Source: an optimization exercise on an open RTL-to-GDS flow (aim: small area and a short achievable clock period). Production flows keep margins and buffers that such runs may drop.
RTL that was checked went through simulation tests only; none was proved equivalent to the original.
The RTL of run 2 was laid out without a check of its function.
Power figures rest on the tool's default switching activity, not on a simulated workload.

--- design/flow/design.v ---
module antibuee_proto (
    input              clk,
    input              rst,           
    input              ev_valid,
    input      [2:0]   ev_kind,       
    input      [7:0]   ev_op,         
    input      [7:0]   ev_data,       
    input              ev_wr_ok,      
    output reg         resp_valid,
    output reg [1:0]   resp_code,     
    output reg         tx_valid,
    output reg         tx_two,
    output     [7:0]   tx_b0,
    output reg [7:0]   tx_b1,
    output reg         ack_valid,
    output     [7:0]   ack_cmd,
    output             ack_success,
    output reg [3:0]   ack_reason,
    output reg         unk_valid,
    output     [6:0]   raw_len,
    output     [511:0] raw_bytes,
    output reg         stat_valid,
    output     [223:0] stat_m,
    output     [29:0]  stat_s,
    output     [15:0]  stat_ts,
    output reg         terr_valid,
    output     [7:0]   terr_op,
    output reg         conn_valid,
    output             conn_state
);
    localparam [2:0] EV_ISSUE = 3'd0, EV_RX = 3'd1, EV_TICK = 3'd2,
                     EV_CONNECT = 3'd3, EV_DISCONNECT = 3'd4;
    localparam [1:0] ST_IDLE = 2'd0, ST_BOOT = 2'd1, ST_AWAIT = 2'd2;
    localparam [1:0] PH_START = 2'd0, PH_DATA = 2'd1, PH_ACK = 2'd2;
    localparam [1:0] R_ACCEPTED = 2'd0, R_INVALID = 2'd1, R_BUSY = 2'd2, R_TRANSPORT = 2'd3;
    localparam [3:0] RS_ACK = 4'd0, RS_HELLO_OLD = 4'd1, RS_HELLO_FIRST = 4'd2,
                     RS_STATUS = 4'd3, RS_TIMEOUT = 4'd4, RS_NAK = 4'd5,
                     RS_MALFORMED = 4'd6, RS_OVERFLOW = 4'd8;
    localparam [3:0] OPL_HELLO = 4'h0, OPL_STATUS = 4'h8;
    reg        connected;
    reg [1:0]  state;
    reg        boot2;         
    reg [3:0]  acnt;          
    reg [2:0]  bcnt;          
    reg [15:0] now;
    reg [3:0]  cmd;           
    reg [1:0]  phase;
    reg [6:0]  len_q;         
    reg        len_clr;       
    wire [6:0] len = len_clr ? 7'd0 : len_q;
    reg [7:0]  buf_mem [0:63];
    reg        sf_stat;       
    reg        sf_ok;         
    reg [2:0]  sf_idx;        
    reg        sf_neg;        
    reg [1:0]  sf_fst;        
    reg        sf_shp;        
    reg        sf_pdv;        
    reg [4:0]  sf_pd;         
    reg [31:0] fm [0:6];      
    reg [5:0]  fs [0:4];      
    genvar gi;
    generate
        for (gi = 0; gi < 64; gi = gi + 1) begin : g_raw
            assign raw_bytes[8*gi +: 8] = buf_mem[gi];
        end
        for (gi = 0; gi < 7; gi = gi + 1) begin : g_m
            assign stat_m[32*gi +: 32] = fm[gi];
        end
        for (gi = 0; gi < 5; gi = gi + 1) begin : g_s
            assign stat_s[6*gi +: 6] = fs[gi];
        end
    endgenerate
    assign stat_ts     = now;
    assign raw_len     = len_q;
    assign conn_state  = connected;
    assign ack_success = ~ack_reason[3] & ~ack_reason[2];
    assign ack_cmd     = {4'h3, cmd};
    assign tx_b0       = {4'h3, cmd};
    assign terr_op     = {4'h3, cmd};
    function [7:0] full_enc(input [6:0] p);
        begin
            case (p)
                7'd0: full_enc = 8'd0;
                7'd1: full_enc = 8'd2;
                7'd2: full_enc = 8'd5;
                7'd3: full_enc = 8'd7;
                7'd4: full_enc = 8'd10;
                7'd5: full_enc = 8'd12;
                7'd6: full_enc = 8'd15;
                7'd7: full_enc = 8'd17;
                7'd8: full_enc = 8'd20;
                7'd9: full_enc = 8'd22;
                7'd10: full_enc = 8'd25;
                7'd11: full_enc = 8'd28;
                7'd12: full_enc = 8'd30;
                7'd13: full_enc = 8'd33;
                7'd14: full_enc = 8'd35;
                7'd15: full_enc = 8'd38;
                7'd16: full_enc = 8'd40;
                7'd17: full_enc = 8'd43;
                7'd18: full_enc = 8'd45;
                7'd19: full_enc = 8'd48;
                7'd20: full_enc = 8'd51;
                7'd21: full_enc = 8'd53;
                7'd22: full_enc = 8'd56;
                7'd23: full_enc = 8'd58;
                7'd24: full_enc = 8'd61;
                7'd25: full_enc = 8'd63;
                7'd26: full_enc = 8'd66;
                7'd27: full_enc = 8'd68;
                7'd28: full_enc = 8'd71;
                7'd29: full_enc = 8'd73;
                7'd30: full_enc = 8'd76;
                7'd31: full_enc = 8'd79;
                7'd32: full_enc = 8'd81;
                7'd33: full_enc = 8'd84;
                7'd34: full_enc = 8'd86;
                7'd35: full_enc = 8'd89;
                7'd36: full_enc = 8'd91;
                7'd37: full_enc = 8'd94;
                7'd38: full_enc = 8'd96;
                7'd39: full_enc = 8'd99;
                7'd40: full_enc = 8'd102;
                7'd41: full_enc = 8'd104;
                7'd42: full_enc = 8'd107;
                7'd43: full_enc = 8'd109;
                7'd44: full_enc = 8'd112;
                7'd45: full_enc = 8'd114;
                7'd46: full_enc = 8'd117;
                7'd47: full_enc = 8'd119;
                7'd48: full_enc = 8'd122;
                7'd49: full_enc = 8'd124;
                7'd50: full_enc = 8'd127;
                7'd51: full_enc = 8'd130;
                7'd52: full_enc = 8'd132;
                7'd53: full_enc = 8'd135;
                7'd54: full_enc = 8'd137;
                7'd55: full_enc = 8'd140;
                7'd56: full_enc = 8'd142;
                7'd57: full_enc = 8'd145;
                7'd58: full_enc = 8'd147;
                7'd59: full_enc = 8'd150;
                7'd60: full_enc = 8'd153;
                7'd61: full_enc = 8'd155;
                7'd62: full_enc = 8'd158;
                7'd63: full_enc = 8'd160;
                7'd64: full_enc = 8'd163;
                7'd65: full_enc = 8'd165;
                7'd66: full_enc = 8'd168;
                7'd67: full_enc = 8'd170;
                7'd68: full_enc = 8'd173;
                7'd69: full_enc = 8'd175;
                7'd70: full_enc = 8'd178;
                7'd71: full_enc = 8'd181;
                7'd72: full_enc = 8'd183;
                7'd73: full_enc = 8'd186;
                7'd74: full_enc = 8'd188;
                7'd75: full_enc = 8'd191;
                7'd76: full_enc = 8'd193;
                7'd77: full_enc = 8'd196;
                7'd78: full_enc = 8'd198;
                7'd79: full_enc = 8'd201;
                7'd80: full_enc = 8'd204;
                7'd81: full_enc = 8'd206;
                7'd82: full_enc = 8'd209;
                7'd83: full_enc = 8'd211;
                7'd84: full_enc = 8'd214;
                7'd85: full_enc = 8'd216;
                7'd86: full_enc = 8'd219;
                7'd87: full_enc = 8'd221;
                7'd88: full_enc = 8'd224;
                7'd89: full_enc = 8'd226;
                7'd90: full_enc = 8'd229;
                7'd91: full_enc = 8'd232;
                7'd92: full_enc = 8'd234;
                7'd93: full_enc = 8'd237;
                7'd94: full_enc = 8'd239;
                7'd95: full_enc = 8'd242;
                7'd96: full_enc = 8'd244;
                7'd97: full_enc = 8'd247;
                7'd98: full_enc = 8'd249;
                7'd99: full_enc = 8'd252;
                7'd100: full_enc = 8'd255;
                default: full_enc = 8'bx;
            endcase
        end
    endfunction
    wire [7:0] b        = ev_data;
    wire       is_issue = ev_valid && (ev_kind == EV_ISSUE);
    wire       is_rx    = ev_valid && (ev_kind == EV_RX);
    wire       is_tick  = ev_valid && (ev_kind == EV_TICK);
    wire       is_conn  = ev_valid && (ev_kind == EV_CONNECT);
    wire       is_disc  = ev_valid && (ev_kind == EV_DISCONNECT);
    wire [7:0] p = ev_data;
    wire p_le9   = ~|p[7:4] & (~p[3] | ~|p[2:1]);
    wire p_le100 = ~p[7] & (~p[6] | ~p[5] | (~p[4] & ~p[3] & (~p[2] | ~|p[1:0])));
    reg enc_ok;
    always @(*) begin
        case (ev_op)
            8'h30, 8'h37, 8'h38, 8'h39: enc_ok = 1'b1;
            8'h31, 8'h32:               enc_ok = p_le9;
            8'h36:                      enc_ok = p_le100;
            default:                    enc_ok = 1'b0;
        endcase
    end
    wire st_idle  = (state == ST_IDLE);
    wire st_boot  = (state == ST_BOOT);
    wire st_await = (state == ST_AWAIT);
    wire issue_ok   = is_issue && enc_ok && st_idle && connected && ev_wr_ok;
    wire issue_terr = is_issue && enc_ok && st_idle && !(connected && ev_wr_ok);
    wire cmd_status  = cmd[3] & ~cmd[0];
    wire timeout_due = st_await && (cmd_status ? (&acnt) : (acnt[3] | acnt[2] & (acnt[1] | acnt[0])));
    wire hello_due   = st_boot && !boot2 && (bcnt == 3'd7);
    wire status_due  = st_boot &&  boot2 && (bcnt[2] | &bcnt[1:0]);
    wire auto_due    = is_tick && (hello_due || status_due);
    wire b_marker = (b[7:1] == 7'b0011010);        
    wire b_hash   = (b == 8'h23);
    wire b_minus  = (b == 8'h2D);
    wire b_point  = (b == 8'h2E);
    wire b_digit  = (b[7:4] == 4'h3) && (~b[3] | ~|b[2:1]);
    wire b_open   = (b == 8'h5B);
    wire b_close  = (b == 8'h5D);
    wire overflow = len[6];
    wire rx_sess  = is_rx && st_await;
    wire append   = rx_sess && !overflow;
    wire first    = append && (len == 7'd0);
    wire ph_start = (phase == PH_START);
    wire ph_data  = (phase == PH_DATA);
    wire ph_ack   = (phase == PH_ACK);
    wire complete = append && b_marker && (ph_start || ph_ack);
    wire b0_hello_first = (buf_mem[0] == 8'h30);
    wire b0_hello_old   = (buf_mem[0] == 8'h33);
    wire stat_good      = sf_ok && (sf_idx == 3'd6) && sf_fst[0];
    reg       c_resolve;
    reg [3:0] c_reason;
    always @(*) begin
        c_resolve = 1'b1;
        c_reason  = RS_NAK;
        if (ph_start) begin
            if (len == 7'd0) begin
                c_reason = b[0] ? RS_ACK : RS_NAK;
            end else if (len == 7'd1 && b[0] && b0_hello_first) begin
                c_reason = RS_HELLO_FIRST;
            end else if (len == 7'd1 && b[0] && b0_hello_old) begin
                c_reason = RS_HELLO_OLD;
            end else begin
                c_resolve = 1'b0;
            end
        end else begin
            if (!sf_stat)
                c_resolve = 1'b0;
            else if (!b[0])
                c_reason = RS_NAK;
            else if (stat_good)
                c_reason = RS_STATUS;
            else
                c_reason = RS_MALFORMED;
        end
    end
    wire rx_ovf   = rx_sess && overflow;
    wire tick_to  = is_tick && timeout_due;
    wire resolve  = (complete && c_resolve) || rx_ovf || tick_to;
    wire unknown  = complete && !c_resolve;
    wire pl_char  = append && !first && ph_data && !b_close;
    always @(posedge clk) begin
        resp_valid <= 1'b0;
        tx_valid   <= 1'b0;
        ack_valid  <= 1'b0;
        unk_valid  <= 1'b0;
        stat_valid <= 1'b0;
        terr_valid <= 1'b0;
        conn_valid <= 1'b0;
        tx_b1      <= ev_op[2] ? full_enc(ev_data[6:0]) : {4'h3, ev_data[3:0]};
        resp_code  <= !enc_ok ? R_INVALID :
                      !st_idle ? R_BUSY :
                      !(connected && ev_wr_ok) ? R_TRANSPORT : R_ACCEPTED;
        ack_reason <= tick_to ? RS_TIMEOUT : rx_ovf ? RS_OVERFLOW : c_reason;
        len_q      <= len + {6'd0, append};
        len_clr    <= 1'b0;
        if (!st_await)
            acnt <= 4'd0;
        else if (is_tick)
            acnt <= acnt + 4'd1;
        if (!st_boot || (is_tick && (hello_due || status_due)))
            bcnt <= 3'd0;
        else if (is_tick)
            bcnt <= bcnt + 3'd1;
        if (!st_await)
            cmd <= st_idle ? ev_op[3:0] : boot2 ? OPL_STATUS : OPL_HELLO;
        tx_two <= st_idle & ~ev_op[3] & (ev_op[1] ^ ev_op[0]);
        if (rst) begin
            connected <= 1'b0;
            state     <= ST_IDLE;
            boot2     <= 1'b0;
            now       <= 16'd0;
            phase     <= PH_START;
            len_clr   <= 1'b1;
        end else begin
            if (is_tick)
                now <= now + 16'd1;
            if (is_issue)
                resp_valid <= 1'b1;
            if (issue_ok) begin
                tx_valid <= 1'b1;
                len_clr  <= 1'b1;
                phase    <= PH_START;
                state    <= ST_AWAIT;
            end
            if (issue_terr)
                terr_valid <= 1'b1;
            if (append) begin
                case (phase)
                    PH_START: if (b_open)   phase <= PH_DATA;
                    PH_DATA:  if (b_close)  phase <= PH_ACK;
                    default:  if (!b_close) phase <= PH_DATA;
                endcase
            end
            if (unknown) begin
                unk_valid <= 1'b1;
                len_clr   <= 1'b1;
                phase     <= PH_START;
            end
            if (resolve) begin
                ack_valid <= 1'b1;
                len_clr   <= 1'b1;
                phase     <= PH_START;
                if (complete && c_resolve && ph_ack && sf_stat && b[0] && stat_good)
                    stat_valid <= 1'b1;
                if (boot2) begin
                    state <= ST_BOOT;
                end else begin
                    state <= ST_IDLE;
                end
            end
            if (auto_due) begin
                if (ev_wr_ok) begin
                    tx_valid <= 1'b1;
                    len_clr  <= 1'b1;
                    phase    <= PH_START;
                    state    <= ST_AWAIT;
                    boot2    <= hello_due;
                end else begin
                    terr_valid <= 1'b1;
                    boot2      <= hello_due;
                    if (!hello_due)
                        state <= ST_IDLE;
                end
            end
            if (is_conn && !connected) begin
                connected  <= 1'b1;
                state      <= ST_BOOT;
                boot2      <= 1'b0;
                len_clr    <= 1'b1;
                phase      <= PH_START;
                conn_valid <= 1'b1;
            end
            if (is_disc) begin
                connected  <= 1'b0;
                state      <= ST_IDLE;
                boot2      <= 1'b0;
                len_clr    <= 1'b1;
                phase      <= PH_START;
                if (connected)
                    conn_valid <= 1'b1;
            end
        end
    end
    integer i;
    always @(posedge clk) begin
        for (i = 0; i < 64; i = i + 1)
            if (len == i)
                buf_mem[i] <= b;
    end
    function [31:0] bk_add(input [31:0] a, input [31:0] b);
        reg [31:0] g, p;
        integer l, i;
        begin
            g = a & b;
            p = a ^ b;
            for (l = 1; l < 32; l = l * 2)
                for (i = 2 * l - 1; i < 32; i = i + 2 * l) begin
                    g[i] = g[i] | (p[i] & g[i-l]);
                    p[i] = p[i] & p[i-l];
                end
            for (l = 8; l >= 1; l = l / 2)
                for (i = 3 * l - 1; i < 32; i = i + 2 * l)
                    g[i] = g[i] | (p[i] & g[i-l]);
            bk_add = a ^ b ^ {g[30:0], 1'b0};
        end
    endfunction
    wire [31:0] fm_x8  = {fm[6][28:0], 3'b000};
    wire [31:0] fm_x2  = {fm[6][30:0], 1'b0};
    wire [31:0] fm_d   = {{27{sf_pd[4]}}, sf_pd};
    wire [31:0] fm_cs  = fm_x8 ^ fm_x2 ^ fm_d;
    wire [31:0] fm_cc  = (fm_x8 & fm_x2) | (fm_x8 & fm_d) | (fm_x2 & fm_d);
    wire [31:0] fm_add = bk_add(fm_cs, {fm_cc[30:0], 1'b0});
    wire        fs_shift = sf_shp && ~(sf_idx[2] & (sf_idx[1] | sf_idx[0]));
    always @(posedge clk) begin
        sf_shp <= 1'b0;
        sf_pdv <= 1'b0;
        sf_pd  <= sf_neg ? (5'd0 - {1'b0, b[3:0]}) : {1'b0, b[3:0]};
        if (first) begin
            sf_stat <= b_open;
            sf_ok   <= 1'b1;
            sf_idx  <= 3'd0;
            sf_neg  <= 1'b0;
            sf_fst  <= 2'b00;
        end else if (append && ph_ack && !b_marker) begin
            sf_ok <= 1'b0;
        end else if (pl_char) begin
            if (b_hash) begin
                if (!sf_fst[0] || sf_idx == 3'd6)
                    sf_ok <= 1'b0;
                sf_idx <= sf_idx + 3'd1;
                sf_neg <= 1'b0;
                sf_fst <= 2'b00;
                sf_shp <= 1'b1;
            end else if (b_minus) begin
                if (sf_fst != 2'b00 || sf_neg)
                    sf_ok <= 1'b0;
                sf_neg <= 1'b1;
            end else if (b_point) begin
                if (sf_fst != 2'b01 || (sf_idx[2] & (sf_idx[1] | sf_idx[0])))
                    sf_ok <= 1'b0;
                sf_fst <= 2'b10;
            end else if (b_digit) begin
                sf_fst <= {sf_fst[1], 1'b1};
                sf_pdv <= 1'b1;
            end else begin
                sf_ok <= 1'b0;
            end
        end
        if (first) begin
            fm[6] <= 32'd0;
        end else if (sf_shp) begin
            fm[6] <= 32'd0;
        end else if (sf_pdv) begin
            fm[6] <= fm_add;
        end
        if (sf_shp) begin
            fm[0] <= fm[1];
            fm[1] <= fm[2];
            fm[2] <= fm[3];
            fm[3] <= fm[4];
            fm[4] <= fm[5];
            fm[5] <= fm[6];
        end
        if (first || fs_shift)
            fs[4] <= 6'd0;
        else if (pl_char && b_digit && sf_fst[1])
            fs[4] <= fs[4] + 6'd1;
        if (fs_shift) begin
            fs[0] <= fs[1];
            fs[1] <= fs[2];
            fs[2] <= fs[3];
            fs[3] <= fs[4];
        end
    end
endmodule
--- design/flow/constraint.sdc ---
create_clock -name core_clock -period 12.0 [get_ports {clk}]
set_input_delay 2.4000 -clock core_clock [delete_from_list [all_inputs] [get_ports {clk}]]
set_output_delay 2.4000 -clock core_clock [all_outputs]
set_load 0.01 [all_outputs]
--- design/flow/flow/run.sh ---
#!/bin/bash
# Standard ORFS layout, with the port buffers made of the smallest buffer cell,
# clock tree synthesis without dummy loads, and timing repair aiming at a
# shorter period than the constraint (the constraint itself is unchanged).
set -euo pipefail
cd "$(dirname "$0")/.."
export BUFFER_PORTS_ARGS="-buffer_cell sky130_fd_sc_hd__buf_1"
export CTS_ARGS="-sink_clustering_enable -repair_clock_nets -dont_use_dummy_load -buf_list sky130_fd_sc_hd__clkbuf_16 -sink_clustering_size 24 -sink_clustering_max_diameter 100"
export SETUP_SLACK_MARGIN=8.3
bash standard.sh > orfs_make.log 2>&1
--- design/flow/standard.sh ---
#!/bin/bash
# synth_recipe.tcl (not shown) runs the flow's synth.tcl, then flattens the netlist and writes it again
# the make line also repeats each setting of config.mk as NAME=value (left out here)
make -C /OpenROAD-flow-scripts/flow DESIGN_CONFIG=/design/flow/config.mk WORK_HOME=/design/flow/orfs CLKGATE_MAP_FILE= SYNTH_SCRIPT=/design/flow/synth_recipe.tcl "${@:-finish}"
--- design/flow/config.mk ---
export PLATFORM = sky130hd
export DESIGN_NAME = antibuee_proto
export DESIGN_NICKNAME = antibuee_proto
export VERILOG_FILES = /design/flow/design.v
export SDC_FILE = /design/flow/constraint.sdc
export NUM_CORES = 4
export LEC_CHECK = 0
export CAP_MARGIN = 20
export CORE_MARGIN = 2
export CORE_UTILIZATION = 40
export SLEW_MARGIN = 20
==> summary.txt, run 1 <==
Routing
  • Via density: 5.24
  • DR vias: 18.8k
  • DR iter-0 viols: 1827
  • TritonRoute pass-1 iters: 5
  • Final WL: 95600 um
  • DR WL/cell: 26.7 um
  • Drt drc: 0
  • Detail Route Antenna Nets: 0

Placement
  • Port bufs: 847
  • Routability cong.: 0.967
  • HPWL after detailed placement: 68200 um

Cells and area
  • Core Util, Final: 0.496
  • Area of the multi-input gates: 5990 um2
  • Most frequent cells in the layout: buf_1 (798), edfxtp_1 (733), nor2_1 (158), nand2_1 (73), dfxtp_1 (67)
  • Reg area: 24300 um2
  • Fillcell total: 6400
  • Commonest non-fill, non-tap cell in the layout: buf_1
  • Layout cells sized above 1: 0.129
  • Area growth, synth to finish: 22.5%
  • Post-layout nets: 2740

Synth
  • Synthesized area: 30200 um2
  • Synthesis-stage register bit count: 844
  • FFs w/ async S/R, synth: 0
  • Yosys cell types: 77
  • Post-synth EDFFs: 733
  • Syn. warnings: 4
  • Most used flip-flop cell after synthesis: edfxtp_1
  • Synthesized area per cell: 17.8 um2
  • Sequential-to-total area share from yosys stat: 0.803
  • Synthesized instance count: 1692

Worst setup path
  • CP top delay family: simple AND/OR/NAND/NOR gates
  • Critical path launch point type: input port
  • Worst Path Arrival: 4470 ps
  • CP dominant cell by count: buf_6
  • Worst Path Buf+Inv: 7
  • Critical path capture point type: flip-flop
  • CP max FO: 6
  • Largest stage delay on the critical path: 540 ps
  • CP Cell Sequence: clkbuf_16, buf_16, buf_4, buf_6, buf_6, buf_6, buf_12, ha_4, nand2_4, nor4_4, or4_4, nor2_4, or2_4, o21ai_2
  • WS Path Type: input port to flip-flop
  • WP data required: 12460 ps
  • Slowest stage cell, crit path: or4_4

Timing
  • Hold_ws: 431 ps
  • Fmax: 250 MHz
  • Setup violations, final: 0
  • Worst-Margin Slew: 1120 ps
  • Post-layout min period: 4010 ps
  • Max-slew violations: 0
  • Clock skew after layout: 77.6 ps
  • Hold Vio Cnt, Final: 0
  • Relative slew slack: 0.256
  • Unrepaired setup endpoints after global routing: true
  • Setup tns final: 0 ps
  • Final Cycle Share: 0.334

Floorplanning
  • Initial Utilization: 0.405
  • Row cnt: 100
  • Die Ht: 279 um
  • Core area: 74600 um2
  • Die width: 279 um
  • I/O pin count: 860
  • Die area: 77700 um2

Power
  • Switching Power: 1070 uW
  • Maximum vdd ir drop: 0.000144 V
  • Clk pwr share: 0.304
  • Total power: 5040 uW
  • Combinational power share: 0.062
  • Reg power frac: 0.634
  • Power per standard cell area: 136 nW/um2
  • Leakage power: 0.0120 uW
  • P_int: 3960 uW
  • Sw Ratio: 0.213

Clock tree
  • CTS Buffer Depth: 3
  • Hold buffer count at cts: 0
  • CTS tree: yes
  • Clk latency of the worst-skew pair: 610 ps
  • H-tree depth: 2
  • Clock buffer count from CTS: 44
  • Root Driver: clkbuf_16
  • Clock slew at reported path FFs: 90 ps
  • Clock Sinks: 844

Global routing
  • First-pass GRT wire length: 132000 um
  • Total track usage: 0.236
  • Total grt overflow: 0
  • Initial antenna violation count: 1
  • Vias in the first global route: 18.0k
  • Largest net degree at the start of global routing: 87

Status
  • Status: finished clean

Worst hold path
  • Worst Hold Class: flip-flop to flip-flop

Job
  • MaxCap Viol Count: 0
power groups by stage:
stage	Combinational, uW	Sequential [uW]	Clock (uW)
floorplan	170	3260	0
global placement	255	3260	0
detailed placement	261	3260	0
CTS	290	3200	1560
global route	346	3200	1660
finish	311	3200	1530
worst reg2reg max path, delay by kind of cell, from the launching register on:
kind / cells / cell delay, ps
AO/OA/AOI/OAI: 6 / 890
flip-flops: 1 / 370
XOR/XNOR: 3 / 490
adder cells (fa/ha/maj): 4 / 1350
multiplexers: 1 / 90
AND/OR/NAND/NOR: 1 / 120
buffers and inverters: 1 / 160
sequential cells by signal, summed over array words and instances (netlist names), 4 cells and up:
| signal | cells |
|---|---|
| buf_mem | 512 |
| fm | 224 |
| fs | 30 |
| now | 16 |
| tx_b1 | 8 |
| len_q | 7 |
| sf_pd | 5 |
| ack_reason | 4 |
| acnt | 4 |
| cmd | 4 |
through the flow:
step                area, um2  instances  setup slack [ps]
finish                  37000       3583              7990
global route            37000       3583              7930
CTS                     36400       3558              8020
detailed placement      34500       3466              6290
global placement        34500       3466              6390
floorplan               30400       1702              7760
layer usage:
layer  wire length, um  track usage  vias to the layer above
met5                 0            0                        -
met4              2980       0.0678                        0
met3              8200       0.0582                      155
met2             47200        0.396                      952
met1             37300        0.305                     9589
li1                  -            -                     8066
final timing paths:
path               from   endpoint  slack (ps)  cells after the start
max          ev_data[0]  sf_fst[1]        7990                     14
min reg2reg   fm[5][28]  fm[4][28]         430                      0
max reg2reg    fm[6][1]  fm[6][31]        8450                     16
min           fm[5][28]  fm[4][28]         430                      0
timing repair:
item | 4_1_cts | 5_1_grt
setup endpoints to repair | 138 | 65
resized for setup | 136 | 97
endpoints found under the hold margin | 0 | 0
buffers inserted | 46 | 24
pin swaps | 22 | 48
cloned | 2 | 0
cell families after synthesis:
group                    Yosys count  share of synthesized area
flip-flops                       844                      0.803
AO/OA/AOI/OAI                    156                     0.0342
buffers and inverters            110                     0.0170
multiplexers                      36                     0.0145
AND/OR/NAND/NOR                  391                     0.0636
XOR/XNOR                          51                     0.0148
adder cells (fa/ha/maj)          102                     0.0530
other                              2                   0.000249
cell usage after synthesis, drive strengths merged, types with 7 or more instances:
| cell | n | area, um2 |
|---|---|---|
| buf | 36 | 234 |
| xnor2 | 26 | 228 |
| nand2b | 13 | 81.3 |
| nand2 | 82 | 308 |
| xor2 | 25 | 219 |
| nor2 | 165 | 629 |
| clkbuf | 31 | 116 |
| inv | 41 | 154 |
| ha | 59 | 738 |
| o211ai | 8 | 60.1 |
| nor3 | 17 | 100 |
| nor2b | 19 | 119 |
| dfxtp | 111 | 2220 |
| fa | 43 | 861 |
| mux2i | 29 | 290 |
| a211oi | 17 | 128 |
| nand4 | 12 | 90.1 |
| a21oi | 46 | 234 |
| nand3 | 29 | 145 |
| o21ai | 28 | 140 |
| a31oi | 8 | 50.1 |
| edfxtp | 733 | 22000 |
| and3 | 7 | 43.8 |
layout make-up:
class | count | area share
inverter | 43 | 0.00474
clock buffer | 44 | 0.0298
tap | 969 | 0.0328
multi-input combinational | 748 | 0.162
sequential | 844 | 0.657
timing repair buffer | 934 | 0.113
antenna | 1 | 0.0000677
==> run 2: changes to the inputs <==
--- a/design/flow/design.v
+++ b/design/flow/design.v
@@ -9,7 +9,7 @@
     output reg         resp_valid,
     output reg [1:0]   resp_code,     
     output reg         tx_valid,
-    output reg         tx_two,
+    output             tx_two,
     output     [7:0]   tx_b0,
     output reg [7:0]   tx_b1,
     output reg         ack_valid,
@@ -78,6 +78,7 @@
     assign ack_cmd     = {4'h3, cmd};
     assign tx_b0       = {4'h3, cmd};
     assign terr_op     = {4'h3, cmd};
+    assign tx_two      = ~cmd[3] & (cmd[1] ^ cmd[0]);
     function [7:0] full_enc(input [6:0] p);
         begin
             case (p)
@@ -288,7 +289,6 @@
             bcnt <= bcnt + 3'd1;
         if (!st_await)
             cmd <= st_idle ? ev_op[3:0] : boot2 ? OPL_STATUS : OPL_HELLO;
-        tx_two <= st_idle & ~ev_op[3] & (ev_op[1] ^ ev_op[0]);
         if (rst) begin
             connected <= 1'b0;
             state     <= ST_IDLE;
==> design/flow/flow/run.sh (replaced) <==
#!/bin/bash
# Standard ORFS layout, with the port buffers made of the smallest buffer cell,
# clock tree synthesis without dummy loads, and timing repair aiming at a
# shorter period than the constraint (the constraint itself is unchanged).
set -euo pipefail
cd "$(dirname "$0")/.."
export BUFFER_PORTS_ARGS="-buffer_cell sky130_fd_sc_hd__buf_1"
export CTS_ARGS="-sink_clustering_enable -repair_clock_nets -dont_use_dummy_load"
export SETUP_SLACK_MARGIN=7.8
bash standard.sh > orfs_make.log 2>&1
==> run 2 against run 1 <==
Worst hold slack got worse by 49 ps. Synthesized cell count increased by 0.53%. Combinational power decreased by 24%. Largest cell class unchanged. Sequential share of layout area increased by 0.28 points. Non-clock buffer count decreased by 63. Clock-buffer cell count increased by 43. Critical endpoint is now tx_b1[0]. Largest power group unchanged.
==> summary.txt, run 2 <==
Floorplanning
  • Core area: 74600 um2 (unchanged)
  • Die width: 279 um (about the same)
  • Die Ht: 279 um (about the same)
  • I/O pin count: 860 (unchanged)
  • Initial Utilization: 0.404 (was 0.405)
  • Die area: 77600 um2 (was 77700 um2)
  • Row cnt: 100 (unchanged)

Clock tree
  • Clock buffer count from CTS: 87 (was 44)
  • CTS Buffer Depth: 3 (unchanged)
  • Clock Sinks: 843 (was 844)
  • H-tree depth: 3 (was 2)
  • Clk latency of the worst-skew pair: 650 ps (was 610 ps)
  • CTS tree: yes (unchanged)
  • Root Driver: clkbuf_16 (unchanged)
  • Clock slew at reported path FFs: 60 ps (was 90 ps)

Timing
  • Max-slew violations: 0 (unchanged)
  • Post-layout min period: 4070 ps (was 4010 ps)
  • Fmax: 246 MHz (was 250 MHz)
  • Unrepaired setup endpoints after global routing: true (unchanged)
  • Relative slew slack: 0.241 (was 0.256)
  • Clock skew after layout: 78.4 ps (was 77.6 ps)
  • Final Cycle Share: 0.339 (was 0.334)
  • Worst-Margin Slew: 1130 ps (was 1120 ps)
  • Setup tns final: 0 ps (unchanged)
  • Hold Vio Cnt, Final: 0 (unchanged)
  • Setup violations, final: 0 (unchanged)

Global routing
  • Vias in the first global route: 17.9k (was 18.0k)
  • First-pass GRT wire length: 129000 um (was 132000 um)
  • Largest net degree at the start of global routing: 85 (was 87)
  • Total grt overflow: 0 (unchanged)
  • Initial antenna violation count: 2 (was 1)
  • Total track usage: 0.230 (was 0.236)

Power
  • Combinational power share: 0.042 (was 0.062)
  • Leakage power: 0.0119 uW (was 0.0120 uW)
  • Maximum vdd ir drop: 0.000116 V (was 0.000144 V)
  • Clk pwr share: 0.396 (was 0.304)
  • Sw Ratio: 0.203 (was 0.213)
  • Switching Power: 1150 uW (was 1070 uW)
  • P_int: 4540 uW (was 3960 uW)
  • Power per standard cell area: 155 nW/um2 (was 136 nW/um2)
  • Total power: 5690 uW (was 5040 uW)
  • Reg power frac: 0.562 (was 0.634)

Cells and area
  • Ant. Diodes: 0 (was 1)
  • Max reg flops: 512 (unchanged)
  • Top reg by flops: buf_mem (unchanged)
  • Fin area: 36700 um2 (was 37000 um2)
  • Most frequent cells in the layout: buf_1 (839), edfxtp_1 (733), nor2_1 (176), dfxtp_1 (107), clkbuf_16 (87) (was buf_1 (798), edfxtp_1 (733), nor2_1 (158), nand2_1 (73), dfxtp_1 (67))
  • Commonest non-fill, non-tap cell in the layout: buf_1 (unchanged)
  • Layout cells sized above 1: 0.0580 (was 0.129)
  • Biggest regs: buf_mem x512, fm x224, fs x30 (unchanged)
  • Area growth, synth to finish: 21.7% (was 22.5%)
  • Post-layout nets: 2725 (was 2740)
  • Layout Cells excl Fill: 3571 (was 3583)

Routing
  • Final WL: 92800 um (was 95600 um)
  • DR WL/cell: 26.0 um (was 26.7 um)
  • DR iter-0 viols: 1713 (was 1827)
  • Detail Route Antenna Nets: 0 (unchanged)
  • TritonRoute pass-1 iters: 5 (unchanged)
  • DR vias: 18.6k (was 18.8k)
  • Via density: 5.21 (was 5.24)
  • Drt drc: 0 (unchanged)

Worst setup path
  • CP max FO: 12 (was 6)
  • WP data required: 12490 ps (was 12460 ps)
  • WS Path Type: input port to flip-flop (unchanged)
  • Worst Path Arrival: 4560 ps (was 4470 ps)
  • Critical path capture point type: flip-flop (unchanged)
  • Critical path launch point type: input port (unchanged)

Synth
  • Post-synth EDFFs: 733 (unchanged)
  • Top post-synthesis cells by area: edfxtp_1 (73%), dfxtp_1 (7.3%), fa_1 (2.9%), ha_1 (2.3%), nor2_1 (2.2%) (was edfxtp_1 (73%), dfxtp_1 (7.4%), fa_1 (2.9%), ha_1 (2.4%), nor2_1 (2.0%))
  • Synthesized instance count: 1701 (was 1692)
  • Top cells by count, synth: edfxtp_1 (733), nor2_1 (178), dfxtp_1 (110), nand2_1 (65), ha_1 (55) (was edfxtp_1 (733), nor2_1 (163), dfxtp_1 (111), nand2_1 (82), ha_1 (59))
  • Sequential-to-total area share from yosys stat: 0.803 (about the same)
  • Synthesized area: 30200 um2 (about the same)
  • Mux contribution to synthesized area: 0.0148 (was 0.0145)
  • Synthesized area per cell: 17.7 um2 (was 17.8 um2)
  • Area leader, netlist: edfxtp_1 (unchanged)
  • Synth top area share: 0.730 (was 0.729)
  • Yosys cell types: 68 (was 77)
  • Xor and xnor area share after synthesis: 0.0154 (was 0.0148)
  • Largest family of logic cells by synthesized area: simple AND/OR/NAND/NOR gates (unchanged)
  • FFs w/ async S/R, synth: 0 (unchanged)
  • Syn. warnings: 4 (unchanged)
  • Adder-cell share of the synthesized area: 0.0514 (was 0.0530)
  • Most numerous cell in the Yosys netlist: edfxtp_1 (unchanged)
  • Synthesis-stage register bit count: 843 (was 844)
  • Synth Area in Compound Gates: 0.0350 (was 0.0342)
  • Synth Area in Simple Gates: 0.0632 (was 0.0636)
  • Most used flip-flop cell after synthesis: edfxtp_1 (unchanged)

Placement
  • Post-DP Area: 34400 um2 (was 34500 um2)
  • Routability cong.: 0.934 (was 0.967)
  • Port bufs: 847 (unchanged)
  • HPWL after detailed placement: 67900 um (was 68200 um)
  • Dpl cells: 3479 (was 3466)

Job
  • MaxCap Viol Count: 0 (unchanged)

Status
  • Status: finished clean (unchanged)

Worst hold path
  • Worst Hold Class: flip-flop to flip-flop (unchanged)
## run 2: cell count changes after synthesis, sizes merged, moves of 6 or more
cell | previous run | this run
clkbuf | 31 | 38
and2 | 4 | 10
nand4 | 12 | 22
a21oi | 46 | 35
nor2b | 19 | 13
nand2b | 13 | 27
o21ai | 28 | 38
nand2 | 82 | 65
nor2 | 165 | 179
buf | 36 | 29
## run 2: cell type report
class                   count  area (um2)
fillers                  6336       37900
flip-flops and latches    843       24200
multi-input cells         759        5510
repair buffers            871        3410
clock buffers              87        2180
well taps                 969        1210
inverters                  42         166
## run 2: timing repair
| action | in CTS | in global routing |
|---|---|---|
| setup buffers | 0 | 5 |
| pin swaps | 0 | 0 |
| hold buffers | 0 | 0 |
| gates resized for setup | 6 | 9 |
| setup endpoints to repair | 14 | 48 |
## run 2: worst max-delay path, stage by stage
cell	delay, ps
buf_2	80
buf_4	220
clkinvlp_4	220
buf_4	180
ha_1	200
nand2_1	170
o21ai_0	150
mux4_2	470
o21ai_0	220
nand3_1	110
o221ai_1	130
## run 2: path summary, 6_finish.rpt
| path | cells after the start | start | slack [ps] | endpoint |
|---|---|---|---|---|
| setup / recovery | 11 | ev_data[0] | 7930 | tx_b1[0] |
| hold / removal | 0 | fm[2][16] | 380 | fm[1][16] |
| setup reg to reg | 14 | sf_pd[4] | 8020 | fm[6][31] |
| hold reg to reg | 0 | fm[2][16] | 380 | fm[1][16] |
## run 2: routing by layer
metal	vias up	wire (um)	GRT usage	share of wire
met3	128	8040	0.0622	0.087
li1	8062	-	-	-
met2	894	45900	0.386	0.49
met5	-	0	0	0
met1	9508	36500	0.291	0.39
met4	0	2390	0.0711	0.026
## run 2: cells by family after synthesis
kind of cell	count (synthesis)
flops	843
simple gates	398
compound gates	161
buf+inv	109
fa+ha+maj	98
xor+xnor	53
mux	37
other cells	2
## run 2: power by group through the flow
stage / sequential (uW) / combinational, uW / clock (uW)
after floorplan: 3260 / 146 / 0
after global placement: 3260 / 227 / 0
after detailed placement: 3260 / 232 / 0
after CTS: 3200 / 235 / 2300
after global routing: 3200 / 262 / 2400
final: 3200 / 237 / 2260
## run 2: stage by stage
| step | utilization | setup WS [ps] | hold WS, ps |
|---|---|---|---|
| floorplan | - | 7840 | 440 |
| global placement | 0.461 | 7010 | 430 |
| detailed placement | 0.461 | 6960 | 431 |
| CTS | 0.491 | 7810 | 374 |
| global route | 0.492 | 7800 | 383 |
| finish | 0.492 | 7930 | 382 |
==> run 3: changes to the inputs <==
--- a/design/flow/design.v
+++ b/design/flow/design.v
@@ -9,7 +9,7 @@
     output reg         resp_valid,
     output reg [1:0]   resp_code,     
     output reg         tx_valid,
-    output             tx_two,
+    output reg         tx_two,
     output     [7:0]   tx_b0,
     output reg [7:0]   tx_b1,
     output reg         ack_valid,
@@ -56,7 +56,7 @@
     reg [1:0]  sf_fst;        
     reg        sf_shp;        
     reg        sf_pdv;        
-    reg [4:0]  sf_pd;         
+    reg [3:0]  sf_pd;         
     reg [31:0] fm [0:6];      
     reg [5:0]  fs [0:4];      
     genvar gi;
@@ -78,7 +78,6 @@
     assign ack_cmd     = {4'h3, cmd};
     assign tx_b0       = {4'h3, cmd};
     assign terr_op     = {4'h3, cmd};
-    assign tx_two      = ~cmd[3] & (cmd[1] ^ cmd[0]);
     function [7:0] full_enc(input [6:0] p);
         begin
             case (p)
@@ -289,6 +288,7 @@
             bcnt <= bcnt + 3'd1;
         if (!st_await)
             cmd <= st_idle ? ev_op[3:0] : boot2 ? OPL_STATUS : OPL_HELLO;
+        tx_two <= st_idle & ~ev_op[3] & (ev_op[1] ^ ev_op[0]);
         if (rst) begin
             connected <= 1'b0;
             state     <= ST_IDLE;
@@ -391,15 +391,15 @@
     endfunction
     wire [31:0] fm_x8  = {fm[6][28:0], 3'b000};
     wire [31:0] fm_x2  = {fm[6][30:0], 1'b0};
-    wire [31:0] fm_d   = {{27{sf_pd[4]}}, sf_pd};
+    wire [31:0] fm_d   = {{28{sf_neg}}, sf_pd ^ {4{sf_neg}}};
     wire [31:0] fm_cs  = fm_x8 ^ fm_x2 ^ fm_d;
     wire [31:0] fm_cc  = (fm_x8 & fm_x2) | (fm_x8 & fm_d) | (fm_x2 & fm_d);
-    wire [31:0] fm_add = bk_add(fm_cs, {fm_cc[30:0], 1'b0});
+    wire [31:0] fm_add = bk_add(fm_cs, {fm_cc[30:0], sf_neg});
     wire        fs_shift = sf_shp && ~(sf_idx[2] & (sf_idx[1] | sf_idx[0]));
     always @(posedge clk) begin
         sf_shp <= 1'b0;
         sf_pdv <= 1'b0;
-        sf_pd  <= sf_neg ? (5'd0 - {1'b0, b[3:0]}) : {1'b0, b[3:0]};
+        sf_pd  <= b[3:0];
         if (first) begin
             sf_stat <= b_open;
             sf_ok   <= 1'b1;
--- a/design/flow/flow/run.sh
+++ b/design/flow/flow/run.sh
@@ -5,6 +5,6 @@
 set -euo pipefail
 cd "$(dirname "$0")/.."
 export BUFFER_PORTS_ARGS="-buffer_cell sky130_fd_sc_hd__buf_1"
-export CTS_ARGS="-sink_clustering_enable -repair_clock_nets -dont_use_dummy_load"
-export SETUP_SLACK_MARGIN=7.8
+export CTS_ARGS="-sink_clustering_enable -repair_clock_nets -dont_use_dummy_load -buf_list sky130_fd_sc_hd__clkbuf_16 -sink_clustering_size 24 -sink_clustering_max_diameter 100"
+export SETUP_SLACK_MARGIN=8.6
 bash standard.sh > orfs_make.log 2>&1
==> run 3 against run 2 <==
Synthesized cell count up 1.5%. Clock power decreased by 33%. Worst hold slack improved by 51 ps. Flip-flop and latch count stayed put. Via count grew 6.3%. First-iteration DRC count is 4.9% higher. Core utilization grew 6.1 points. Routed wire length grew 6.8%. Non-clock buffer count rose by 237. Largest cell class unchanged.
==> summary.txt, run 3 <==
Timing
  • Fmax: 270 MHz (was 246 MHz)
  • Setup ws final: 8290 ps (was 7930 ps)
  • Unrepaired setup endpoints after global routing: true (unchanged)
  • Post-layout min period: 3710 ps (was 4070 ps)
  • Setup violations, final: 0 (unchanged)
  • Worst-Margin Slew: 1120 ps (was 1130 ps)
  • Relative slew slack: 0.249 (was 0.241)
  • Hold Vio Cnt, Final: 0 (unchanged)
  • Setup tns final: 0 ps (unchanged)
  • Clock skew after layout: 55.5 ps (was 78.4 ps)
  • Final Cycle Share: 0.309 (was 0.339)
  • Max-slew violations: 0 (unchanged)

Worst setup path
  • Reg2Reg Setup Slack: 8340 ps (was 8020 ps)
  • CP Cell Sequence: clkbuf_2 (was buf_2, buf_4, clkinvlp_4, buf_4, ha_1, nand2_1, o21ai_0, mux4_2, o21ai_0, nand3_1, o221ai_1)
  • WP data required: 9600 ps (was 12490 ps)
  • Slowest stage cell, crit path: edfxtp_1 (was mux4_2)
  • Worst Path Buf+Inv: 1 (was 4)
  • Critical path launch point type: flip-flop (was input port)
  • Critical path capture point type: output port (was flip-flop)
  • CP top delay family: flip-flops (was buffers and inverters)
  • CP max FO: 3 (was 12)
  • WS Path Type: flip-flop to output port (was input port to flip-flop)
  • Worst Path Arrival: 1310 ps (was 4560 ps)
  • Largest stage delay on the critical path: 530 ps (was 470 ps)

Synth
  • Synth Area in Compound Gates: 0.0387 (was 0.0350)
  • Synthesized instance count: 1727 (was 1701)
  • Most used flip-flop cell after synthesis: edfxtp_1 (unchanged)
  • Mux contribution to synthesized area: 0.0109 (was 0.0148)
  • Synth Area in Simple Gates: 0.0647 (was 0.0632)
  • Synth top area share: 0.726 (was 0.730)
  • Syn. warnings: 4 (unchanged)
  • Top cells by count, synth: edfxtp_1 (733), nor2_1 (162), dfxtp_1 (110), nand2_1 (72), ha_1 (60) (was edfxtp_1 (733), nor2_1 (178), dfxtp_1 (110), nand2_1 (65), ha_1 (55))
  • Synthesized area: 30300 um2 (was 30200 um2)
  • Area leader, netlist: edfxtp_1 (unchanged)
  • Yosys cell types: 77 (was 68)
  • Synthesis-stage register bit count: 843 (unchanged)
  • Xor and xnor area share after synthesis: 0.0150 (was 0.0154)
  • FFs w/ async S/R, synth: 0 (unchanged)
  • Post-synth EDFFs: 733 (unchanged)
  • Adder-cell share of the synthesized area: 0.0531 (was 0.0514)
  • Largest family of logic cells by synthesized area: simple AND/OR/NAND/NOR gates (unchanged)
  • Synthesized area per cell: 17.6 um2 (was 17.7 um2)
  • Most numerous cell in the Yosys netlist: edfxtp_1 (unchanged)
  • Top post-synthesis cells by area: edfxtp_1 (73%), dfxtp_1 (7.3%), fa_1 (2.8%), ha_1 (2.5%), nor2_1 (2.0%) (was edfxtp_1 (73%), dfxtp_1 (7.3%), fa_1 (2.9%), ha_1 (2.3%), nor2_1 (2.2%))
  • Sequential-to-total area share from yosys stat: 0.798 (was 0.803)

Floorplanning
  • Initial Utilization: 0.406 (was 0.404)
  • Row cnt: 100 (unchanged)
  • Core area: 74700 um2 (was 74600 um2)
  • I/O pin count: 860 (unchanged)
  • Die area: 78000 um2 (was 77600 um2)
  • Die Ht: 279 um (about the same)
  • Die width: 279 um (about the same)

Clock tree
  • CTS tree: yes (unchanged)
  • Hold buffer count at cts: 0 (unchanged)
  • CTS Buffer Depth: 3 (unchanged)
  • Clock Sinks: 843 (unchanged)
  • H-tree depth: 2 (was 3)
  • Clock slew at reported path FFs: 90 ps (was 60 ps)
  • Clk latency of the worst-skew pair: 600 ps (was 650 ps)
  • Root Driver: clkbuf_16 (unchanged)
  • Clock buffer count from CTS: 43 (was 87)

Cells and area
  • Layout cells sized above 1: 0.482 (was 0.0580)
  • Commonest non-fill, non-tap cell in the layout: edfxtp_1 (was buf_1)
  • Area growth, synth to finish: 36.2% (was 21.7%)
  • Top reg by flops: buf_mem (unchanged)
  • Most frequent cells in the layout: edfxtp_1 (733), clkbuf_2 (380), buf_4 (223), buf_2 (207), buf_6 (202) (was buf_1 (839), edfxtp_1 (733), nor2_1 (176), dfxtp_1 (107), clkbuf_16 (87))
  • Post-layout nets: 2940 (was 2725)
  • Core Util, Final: 0.553 (was 0.492)
  • Max reg flops: 512 (unchanged)
  • Biggest regs: buf_mem x512, fm x224, fs x30 (unchanged)

Placement
  • Setup WS pre-CTS: 7010 ps (was 6960 ps)
  • Routability cong.: 0.877 (was 0.934)
  • HPWL after detailed placement: 65900 um (was 67900 um)
  • Port bufs: 847 (unchanged)

Job
  • MaxCap Viol Count: 0 (unchanged)

Global routing
  • Total grt overflow: 0 (unchanged)
  • Vias in the first global route: 18.8k (was 17.9k)
  • Total track usage: 0.241 (was 0.230)
  • First-pass GRT wire length: 136000 um (was 129000 um)
  • Initial antenna violation count: 4 (was 2)
  • Largest net degree at the start of global routing: 88 (was 85)

Power
  • Leakage power: 0.0157 uW (was 0.0119 uW)
  • Power per standard cell area: 119 nW/um2 (was 155 nW/um2)
  • Maximum vdd ir drop: 0.000123 V (was 0.000116 V)

Routing
  • Final WL: 99200 um (was 92800 um)
  • DR vias: 19.8k (was 18.6k)
  • DR WL/cell: 26.2 um (was 26.0 um)
  • Drt drc: 0 (unchanged)
  • Detail Route Antenna Nets: 0 (unchanged)
  • TritonRoute pass-1 iters: 5 (unchanged)
  • Via density: 5.22 (was 5.21)
  • DR iter-0 viols: 1797 (was 1713)

Worst hold path
  • Worst Hold Class: flip-flop to flip-flop (unchanged)

Status
  • Status: finished clean (unchanged)
run 3: layer usage:
metal	track usage	wire length, um	vias up
met1	0.303	38100	10100
met2	0.413	50400	959
met3	0.0554	7590	167
met5	0	0	-
li1	-	-	8528
met4	0.0740	3120	0
run 3: power by group:
part / total (uW) / internal, uW / switching (uW)
registers: 3170 / 3160 / 6.59
clock network: 1510 / 641 / 870
logic: 241 / 102 / 139
run 3: cell families after synthesis:
| group | count (synthesis) |
|---|---|
| buffers and inverters | 122 |
| multiplexers | 29 |
| other | 2 |
| flip-flops | 843 |
| XOR/XNOR | 52 |
| AO/OA/AOI/OAI | 181 |
| adder cells (fa/ha/maj) | 103 |
| AND/OR/NAND/NOR | 395 |
run 3: timing repair:
item,in CTS,in global routing
buffers inserted,159,74
cloned,9,0
pin swaps,57,47
gates resized for setup,851,551
setup endpoints to repair,977,883
run 3: worst paths after layout:
check,from,endpoint,cells past startpoint
hold / removal,fm[5][21],fm[4][21],0
setup / recovery,cmd[1],ack_cmd[1],1
hold reg to reg,fm[5][21],fm[4][21],0
setup reg to reg,sf_neg,fm[6][31],16
run 3: metrics by stage:
| step | hold slack, ps | area (um2) | cells | total power (uW) |
|---|---|---|---|---|
| after global placement | 430 | 34900 | 3495 | 3410 |
| after detailed placement | 431 | 35000 | 3495 | 3410 |
| after floorplan | 437 | 31000 | 1737 | 3340 |
| after global routing | 455 | 41300 | 3781 | 5050 |
| after CTS | 441 | 39600 | 3706 | 4920 |
| final | 433 | 41300 | 3782 | 4920 |
run 3: layout make-up:
cell class / instances / area, um2
multi-input combinational: 773 / 6600
tap: 969 / 1210
fill: 5934 / 33400
timing repair buffer: 1108 / 7760
antenna: 1 / 2.50
sequential: 843 / 24400
clock buffer: 43 / 1080
inverter: 45 / 199
==> run 4: changes to the inputs <==
--- a/design/flow/flow/run.sh
+++ b/design/flow/flow/run.sh
@@ -6,5 +6,5 @@
 cd "$(dirname "$0")/.."
 export BUFFER_PORTS_ARGS="-buffer_cell sky130_fd_sc_hd__buf_1"
 export CTS_ARGS="-sink_clustering_enable -repair_clock_nets -dont_use_dummy_load -buf_list sky130_fd_sc_hd__clkbuf_16 -sink_clustering_size 24 -sink_clustering_max_diameter 100"
-export SETUP_SLACK_MARGIN=8.6
+export SETUP_SLACK_MARGIN=8.3
 bash standard.sh > orfs_make.log 2>&1
==> run 4 against run 3 <==
Via count fell by 5.4%. Sequential power about the same. Critical path depth is the same. Largest power group unchanged. Highest routed layer unchanged.
==> summary.txt, run 4 <==
Synth
  • Most numerous cell in the Yosys netlist: edfxtp_1 (unchanged)
  • Area leader, netlist: edfxtp_1 (unchanged)
  • Yosys cell types: 77 (unchanged)
  • Post-synth EDFFs: 733 (unchanged)
  • Most used flip-flop cell after synthesis: edfxtp_1 (unchanged)
  • Synthesized instance count: 1727 (unchanged)
  • Synthesized area: 30300 um2 (unchanged)
  • Synth top area share: 0.726 (unchanged)
  • Synthesized area per cell: 17.6 um2 (unchanged)
  • FFs w/ async S/R, synth: 0 (unchanged)
  • Synthesis-stage register bit count: 843 (unchanged)
  • Sequential-to-total area share from yosys stat: 0.798 (unchanged)
  • Top post-synthesis cells by area: edfxtp_1 (73%), dfxtp_1 (7.3%), fa_1 (2.8%), ha_1 (2.5%), nor2_1 (2.0%) (unchanged)
  • Syn. warnings: 4 (unchanged)
  • Top cells by count, synth: edfxtp_1 (733), nor2_1 (162), dfxtp_1 (110), nand2_1 (72), ha_1 (60) (unchanged)

Worst setup path
  • WS Path Type: flip-flop to output port (unchanged)
  • CP Cell Sequence: buf_2 (was clkbuf_2)
  • WP data required: 9600 ps (about the same)
  • Largest stage delay on the critical path: 540 ps (was 530 ps)
  • CP max FO: 4 (was 3)
  • Critical path launch point type: flip-flop (unchanged)
  • Slowest stage cell, crit path: edfxtp_1 (unchanged)
  • CP top delay family: flip-flops (unchanged)
  • Reg2Reg Setup Slack: 8410 ps (was 8340 ps)
  • Critical path capture point type: output port (unchanged)
  • Worst Path Arrival: 1320 ps (was 1310 ps)
  • Worst Path Buf+Inv: 1 (unchanged)

Global routing
  • Initial antenna violation count: 3 (was 4)
  • Global route hottest layer: met2 (unchanged)
  • Total track usage: 0.225 (was 0.241)
  • First-pass GRT wire length: 128000 um (was 136000 um)
  • Vias in the first global route: 17.9k (was 18.8k)
  • Largest net degree at the start of global routing: 86 (was 88)
  • Total grt overflow: 0 (unchanged)
  • M1 GR Usage: 0.289 (was 0.303)
  • GRT met2 Usage: 0.384 (was 0.413)
  • Met3 Track Usage GR: 0.0431 (was 0.0554)

Cells and area
  • Layout cells sized above 1: 0.0992 (was 0.482)
  • Layout Cells excl Fill: 3582 (was 3782)
  • Fillcell total: 6423 (was 5934)
  • Reg area: 24300 um2 (was 24400 um2)
  • Commonest non-fill, non-tap cell in the layout: buf_1 (was edfxtp_1)
  • Most frequent cells in the layout: buf_1 (821), edfxtp_1 (733), nor2_1 (160), nand2_1 (72), dfxtp_1 (70) (was edfxtp_1 (733), clkbuf_2 (380), buf_4 (223), buf_2 (207), buf_6 (202))
  • Area growth, synth to finish: 20.6% (was 36.2%)
  • Max reg flops: 512 (unchanged)
  • Top reg by flops: buf_mem (unchanged)
  • Biggest regs: buf_mem x512, fm x224, fs x30 (unchanged)
  • Area of the multi-input gates: 6010 um2 (was 6600 um2)
  • Post-layout nets: 2739 (was 2940)

Timing
  • Setup violations, final: 0 (unchanged)
  • Final Cycle Share: 0.310 (was 0.309)
  • Setup ws final: 8280 ps (was 8290 ps)
  • Hold_ws: 440 ps (was 433 ps)
  • Setup tns final: 0 ps (unchanged)
  • Post-layout min period: 3720 ps (was 3710 ps)
  • Worst-Margin Slew: 1130 ps (was 1120 ps)
  • Clock skew after layout: 39.2 ps (was 55.5 ps)
  • Fmax: 269 MHz (was 270 MHz)
  • Max-slew violations: 0 (unchanged)
  • Hold Vio Cnt, Final: 0 (unchanged)
  • Unrepaired setup endpoints after global routing: true (unchanged)
  • Relative slew slack: 0.247 (was 0.249)

Placement
  • Setup WS pre-CTS: 6970 ps (was 7010 ps)
  • HPWL after detailed placement: 66700 um (was 65900 um)
  • Dpl cells: 3495 (unchanged)
  • Port bufs: 847 (unchanged)
  • Routability cong.: 0.903 (was 0.877)

Routing
  • Detail Route Antenna Nets: 0 (unchanged)
  • DR vias: 18.7k (was 19.8k)
  • DR WL/cell: 25.8 um (was 26.2 um)
  • Final WL: 92200 um (was 99200 um)
  • TritonRoute pass-1 iters: 5 (unchanged)
  • DR iter-0 viols: 1712 (was 1797)
  • Drt drc: 0 (unchanged)
  • Via density: 5.22 (about the same)

Worst hold path
  • Worst Hold Class: flip-flop to flip-flop (unchanged)

Clock tree
  • Clk latency of the worst-skew pair: 570 ps (was 600 ps)
  • Clock slew at reported path FFs: 100 ps (was 90 ps)
  • CTS Buffer Depth: 3 (unchanged)
  • Hold buffer count at cts: 0 (unchanged)
  • Clock buffer count from CTS: 43 (unchanged)
  • Clock Sinks: 843 (unchanged)
  • H-tree depth: 2 (unchanged)
  • Root Driver: clkbuf_16 (unchanged)
  • CTS tree: yes (unchanged)

Floorplanning
  • I/O pin count: 860 (unchanged)
  • Die width: 279 um (unchanged)
  • Die Ht: 279 um (unchanged)
  • Row cnt: 100 (unchanged)
  • Core area: 74700 um2 (unchanged)
  • Initial Utilization: 0.406 (unchanged)
  • Die area: 78000 um2 (unchanged)

Job
  • MaxCap Viol Count: 0 (unchanged)

Status
  • Status: finished clean (unchanged)

Power
  • Power per standard cell area: 133 nW/um2 (was 119 nW/um2)
  • Maximum vdd ir drop: 0.000110 V (was 0.000123 V)
  • Total power: 4850 uW (was 4920 uW)
  • Leakage power: 0.0119 uW (was 0.0157 uW)
## run 4: kinds of logic after synthesis
| kind of cell | count (synthesis) | synth area share |
|---|---|---|
| buffers and inverters | 122 | 0.0190 |
| muxes | 29 | 0.0109 |
| DFF | 843 | 0.798 |
| adders and majority gates | 103 | 0.0531 |
| and+or+nand+nor | 395 | 0.0647 |
| other | 2 | 0.000248 |
| xor gates and xnor gates | 52 | 0.0150 |
| AOI/OAI and AO/OA | 181 | 0.0387 |
## run 4: worst paths after layout
check,end,cells past startpoint,from
worst max-delay path,tx_b0[0],1,cmd[0]
worst min-delay path,fm[4][25],0,fm[5][25]
worst max register to register,fm[6][31],16,sf_neg
worst min register to register,fm[4][25],0,fm[5][25]
## run 4: cell type report
type	instances	share of cell area
Antenna cell	2	0.000137
Clock buffer	43	0.0294
Inverter	45	0.00503
Multi-Input combinational cell	773	0.164
Sequential cell	843	0.664
Tap cell	969	0.0331
Timing Repair Buffer	907	0.105
## run 4: power breakdown
part | internal, uW | leakage [uW] | switching (uW)
Clock | 641 | 0.000530 | 855
Combinational | 61.7 | 0.00385 | 118
Sequential | 3170 | 0.00748 | 8.51
## run 4: routing by layer
metal | wire, um | vias up
met3 | 6550 | 141
li1 | - | 8110
met5 | 0 | -
met2 | 46300 | 816
met4 | 3080 | 0
met1 | 36300 | 9617
## run 4: what timing repair did
action	CTS	global route
gates resized for setup	62	51
cloned	2	1
pin swaps	4	14
setup buffers	19	20
endpoints found under the setup margin	103	41
## run 4: stage by stage
| stage | utilization | instance area (um2) |
|---|---|---|
| floorplan | - | 30700 |
| global placement | 0.465 | 34700 |
| detailed placement | 0.465 | 34800 |
| CTS | 0.485 | 36200 |
| global route | 0.490 | 36600 |
| finish | 0.490 | 36600 |
==> run 5: changes to the inputs <==
--- a/design/flow/design.v
+++ b/design/flow/design.v
@@ -56,7 +56,6 @@
     reg [1:0]  sf_fst;        
     reg        sf_shp;        
     reg        sf_pdv;        
-    reg [3:0]  sf_pd;         
     reg [31:0] fm [0:6];      
     reg [5:0]  fs [0:4];      
     genvar gi;
@@ -271,7 +270,7 @@
         stat_valid <= 1'b0;
         terr_valid <= 1'b0;
         conn_valid <= 1'b0;
-        tx_b1      <= ev_op[2] ? full_enc(ev_data[6:0]) : {4'h3, ev_data[3:0]};
+        tx_b1      <= (ev_op[2] && !ev_kind[0]) ? full_enc(ev_data[6:0]) : {4'h3, ev_data[3:0]};
         resp_code  <= !enc_ok ? R_INVALID :
                       !st_idle ? R_BUSY :
                       !(connected && ev_wr_ok) ? R_TRANSPORT : R_ACCEPTED;
@@ -372,6 +371,7 @@
             if (len == i)
                 buf_mem[i] <= b;
     end
+    wire [3:0]  sf_pd = tx_b1[3:0];    
     function [31:0] bk_add(input [31:0] a, input [31:0] b);
         reg [31:0] g, p;
         integer l, i;
@@ -399,7 +399,6 @@
     always @(posedge clk) begin
         sf_shp <= 1'b0;
         sf_pdv <= 1'b0;
-        sf_pd  <= b[3:0];
         if (first) begin
             sf_stat <= b_open;
             sf_ok   <= 1'b1;
--- a/design/flow/flow/run.sh
+++ b/design/flow/flow/run.sh
@@ -6,5 +6,5 @@
 cd "$(dirname "$0")/.."
 export BUFFER_PORTS_ARGS="-buffer_cell sky130_fd_sc_hd__buf_1"
 export CTS_ARGS="-sink_clustering_enable -repair_clock_nets -dont_use_dummy_load -buf_list sky130_fd_sc_hd__clkbuf_16 -sink_clustering_size 24 -sink_clustering_max_diameter 100"
-export SETUP_SLACK_MARGIN=8.3
+export SETUP_SLACK_MARGIN=8.2
 bash standard.sh > orfs_make.log 2>&1
==> run 5 against run 4 <==
Synthesized cell count is 1.6% lower. Routed wire length is 5.5% lower. Cell count is 1.3% lower. First-iteration DRC count is 10% lower. Critical path depth is 5 higher. Fmax is 1.4% lower. Synthesized area is 0.28% lower. Register-to-register slack worse by 180 ps. Sequential power hardly changed. Die area is 0.27% lower. Clock power hardly changed. Critical endpoint is now phase[0]. Largest cell class unchanged. Largest power group unchanged.
==> summary.txt, run 5 <==
Status
  • Status: finished clean (unchanged)

Floorplanning
  • Die width: 279 um (about the same)
  • Die Ht: 279 um (about the same)
  • Die area: 77800 um2 (was 78000 um2)
  • I/O pin count: 860 (unchanged)
  • Initial Utilization: 0.405 (was 0.406)
  • Row cnt: 100 (unchanged)
  • Core area: 74700 um2 (unchanged)

Timing
  • Unrepaired setup endpoints after global routing: true (unchanged)
  • Hold Vio Cnt, Final: 0 (unchanged)
  • Post-layout min period: 3770 ps (was 3720 ps)
  • Setup violations, final: 0 (unchanged)
  • Final Cycle Share: 0.314 (was 0.310)
  • Fmax: 265 MHz (was 269 MHz)
  • Max-slew violations: 0 (unchanged)
  • Relative slew slack: 0.248 (was 0.247)
  • Clock skew after layout: 65.6 ps (was 39.2 ps)
  • Setup ws final: 8230 ps (was 8280 ps)
  • Setup tns final: 0 ps (unchanged)
  • Hold_ws: 422 ps (was 440 ps)
  • Worst-Margin Slew: 1130 ps (about the same)

Worst setup path
  • CP Capture Point: phase[0] (was tx_b0[0])
  • Critical path launch point type: input port (was flip-flop)
  • Reg2Reg Setup Slack: 8230 ps (was 8410 ps)
  • Reg2Reg Depth: 15 (was 16)
  • Reg2reg start: sf_neg (unchanged)
  • CP max FO: 34 (was 4)
  • WP data required: 12500 ps (was 9600 ps)
  • Critical path capture point type: flip-flop (was output port)
  • Crit. Startpoint: ev_data[5] (was cmd[0])
  • Crit Reg-Reg Endpoint: fm[6][31] (unchanged)
  • WS Path Type: input port to flip-flop (was flip-flop to output port)
  • Worst Path Arrival: 4270 ps (was 1320 ps)

Job
  • MaxCap Viol Count: 0 (unchanged)

Placement
  • Post-DP Area: 34500 um2 (was 34800 um2)
  • Routability cong.: 0.902 (was 0.903)
  • Port bufs: 847 (unchanged)
  • Setup WS pre-CTS: 7170 ps (was 6970 ps)
  • HPWL after detailed placement: 63200 um (was 66700 um)

Global routing
  • Total track usage: 0.214 (was 0.225)
  • Met3 Track Usage GR: 0.0473 (was 0.0431)
  • Global route hottest layer: met2 (unchanged)
  • Largest net degree at the start of global routing: 84 (was 86)
  • Initial antenna violation count: 2 (was 3)
  • GRT met2 Usage: 0.360 (was 0.384)
  • First-pass GRT wire length: 122000 um (was 128000 um)
  • Vias in the first global route: 17.3k (was 17.9k)
  • Total grt overflow: 0 (unchanged)
  • M1 GR Usage: 0.274 (was 0.289)

Clock tree
  • Clk latency of the worst-skew pair: 590 ps (was 570 ps)
  • Clock slew at reported path FFs: 90 ps (was 100 ps)
  • Clock buffer count from CTS: 44 (was 43)
  • H-tree depth: 2 (unchanged)
  • Hold buffer count at cts: 0 (unchanged)
  • CTS Buffer Depth: 3 (unchanged)
  • CTS tree: yes (unchanged)
  • Clock Sinks: 839 (was 843)
  • Root Driver: clkbuf_16 (unchanged)

Synth
  • Synthesized area per cell: 17.8 um2 (was 17.6 um2)
  • FFs w/ async S/R, synth: 0 (unchanged)
  • Yosys cell types: 82 (was 77)
  • Top post-synthesis cells by area: edfxtp_1 (73%), dfxtp_1 (7.0%), fa_1 (2.8%), ha_1 (2.5%), nor2_1 (2.0%) (was edfxtp_1 (73%), dfxtp_1 (7.3%), fa_1 (2.8%), ha_1 (2.5%), nor2_1 (2.0%))
  • Top cells by count, synth: edfxtp_1 (733), nor2_1 (164), dfxtp_1 (106), nand2_1 (63), ha_1 (60) (was edfxtp_1 (733), nor2_1 (162), dfxtp_1 (110), nand2_1 (72), ha_1 (60))
  • Synthesized instance count: 1699 (was 1727)
  • Area leader, netlist: edfxtp_1 (unchanged)
  • Syn. warnings: 4 (unchanged)
  • Most used flip-flop cell after synthesis: edfxtp_1 (unchanged)
  • Synth top area share: 0.728 (was 0.726)
  • Most numerous cell in the Yosys netlist: edfxtp_1 (unchanged)
  • Post-synth EDFFs: 733 (unchanged)
  • Sequential-to-total area share from yosys stat: 0.798 (about the same)
  • Synthesized area: 30200 um2 (was 30300 um2)
  • Synthesis-stage register bit count: 839 (was 843)

Power
  • Power per standard cell area: 134 nW/um2 (was 133 nW/um2)
  • Leakage power: 0.0117 uW (was 0.0119 uW)
  • Maximum vdd ir drop: 0.0000911 V (was 0.000110 V)

Routing
  • DR iter-0 viols: 1539 (was 1712)
  • DR vias: 18.2k (was 18.7k)
  • Via density: 5.15 (was 5.22)
  • Final WL: 87200 um (was 92200 um)
  • Drt drc: 0 (unchanged)
  • DR WL/cell: 24.7 um (was 25.8 um)
  • Detail Route Antenna Nets: 0 (unchanged)
  • TritonRoute pass-1 iters: 5 (unchanged)

Worst hold path
  • HP Start: fm[4][11] (was fm[5][25])
  • Worst Hold Class: flip-flop to flip-flop (unchanged)

Cells and area
  • Biggest regs: buf_mem x512, fm x224, fs x30 (unchanged)
  • Fin area: 36000 um2 (was 36600 um2)
  • Core Util, Final: 0.482 (was 0.490)
  • Layout cells sized above 1: 0.0643 (was 0.0992)
  • Top reg by flops: buf_mem (unchanged)
  • Area of the multi-input gates: 5780 um2 (was 6010 um2)
  • Most frequent cells in the layout: buf_1 (835), edfxtp_1 (733), nor2_1 (161), dfxtp_1 (85), nand2_1 (63) (was buf_1 (821), edfxtp_1 (733), nor2_1 (160), nand2_1 (72), dfxtp_1 (70))
  • Max reg flops: 512 (unchanged)
  • Post-layout nets: 2694 (was 2739)
  • Area growth, synth to finish: 19.1% (was 20.6%)
  • Commonest non-fill, non-tap cell in the layout: buf_1 (unchanged)
  • Fillcell total: 6497 (was 6423)
  • Reg area: 24200 um2 (was 24300 um2)
==> run 5: cell types whose count changed in the layout (fill, tap and decap cells not counted), moves of 8 or more <==
cell,before,now
nand2_1,72,63
buf_4,54,32
ha_1,46,55
o21ai_0,28,41
dfxtp_1,70,85
buf_1,821,835
a21oi_1,47,35
o211ai_1,14,6
buf_2,13,2
dfxtp_2,35,17
==> run 5: area by class of cell <==
class | count | area share
Tap cell | 969 | 0.0337
Multi-Input combinational cell | 754 | 0.160
Clock buffer | 44 | 0.0306
Antenna cell | 1 | 0.0000695
Timing Repair Buffer | 881 | 0.0988
Sequential cell | 839 | 0.671
Inverter | 48 | 0.00528
==> run 5: per-stage QoR <==
step | cells | total power (uW)
6_report | 3536 | 4840
5_1_grt | 3536 | 4990
3_3_place_gp | 3472 | 3390
3_5_place_dp | 3472 | 3400
2_1_floorplan | 1709 | 3330
4_1_cts | 3525 | 4870
==> run 5: report_power, final <==
part	switching, uW	internal, uW	total (uW)
combinational	114	66.7	181
sequential	6.61	3160	3160
clock	842	654	1500
==> run 5: logic make-up (layout without fill, tap and decap cells) <==
family / after synthesis / count (layout) / share of synthesized area
mux: 41 / 41 / 0.0170
xor+xnor: 55 / 55 / 0.0159
other cells: 2 / 13 / 0.000248
compound gates: 159 / 159 / 0.0341
simple gates: 384 / 384 / 0.0633
flops: 839 / 839 / 0.798
fa+ha+maj: 103 / 103 / 0.0533
buf+inv: 116 / 973 / 0.0183
==> run 5: what timing repair did <==
action / CTS / global route
gates resized for setup: 22 / 37
endpoints found under the setup margin: 48 / 34
pin swaps: 1 / 17
buffers inserted: 9 / 10
==> run 5: worst min-delay path by stage <==
stage / slack [ps] / endpoint / cells past startpoint
floorplan: 450 / state[0] / 2
global placement: 430 / fm[0][4] / 0
detailed placement: 430 / fm[1][16] / 0
CTS: 430 / fm[0][25] / 0
global route: 420 / fm[3][11] / 0
finish: 420 / fm[3][11] / 0
==> run 5: worst max-delay path: stages <==
cell and delay, ps:
clkbuf_4 290, nand2b_1 380, or4_1 650, o31ai_1 270
o22a_1 200, nor2b_1 40
==> run 5: metal layers <==
metal | up-vias | share of wire
li1 | 7983 | -
met1 | 9205 | 0.39
met2 | 855 | 0.50
met3 | 155 | 0.075
met4 | 0 | 0.037
met5 | - | 0

==> separate check: timing with driven ports <==
The results above use ideal ports. As a check the final layouts listed here were re-extracted and re-timed, cells and wires unchanged. Step 1: set_driving_cell puts a clkbuf_16 on clk and a buf_2 on each other input, an assumption about the parent block. Step 2 also shifts input and output timing later by t, the mid clock arrival at the registers, as if the neighbouring blocks saw the same clock. Three values: no drivers, after step 1, after step 2; two values: the first two.
run | t (ns) | slack for setup (ns) | hold WS [ns] | clock arrival spread, ns | worst register clock-pin slew, ns
run 1 | 0.641 | 7.995 / 8.000 / 7.359 | 0.431 / 0.431 / 0.431 | 0.077 / 0.078 | 0.10 / 0.10
run 2 | 0.668 | 7.935 / 7.887 / 7.301 | 0.382 / 0.382 / 0.382 | 0.088 / 0.088 | 0.06 / 0.06
run 3 | 0.639 | 8.290 / 8.186 / 7.546 | 0.433 / 0.433 / 0.433 | 0.063 / 0.063 | 0.10 / 0.10
run 4 | 0.638 | 8.282 / 8.144 / 7.506 | 0.440 / 0.440 / 0.440 | 0.071 / 0.072 | 0.10 / 0.10
run 5 | 0.629 | 8.230 / 8.181 / 7.603 | 0.422 / 0.422 / 0.422 | 0.084 / 0.084 | 0.10 / 0.10
After both steps every run listed still meets setup and hold. For run 4, which loses most, drivers alone change the setup slack by -0.138 ns; drivers and shift together by -0.776 ns.
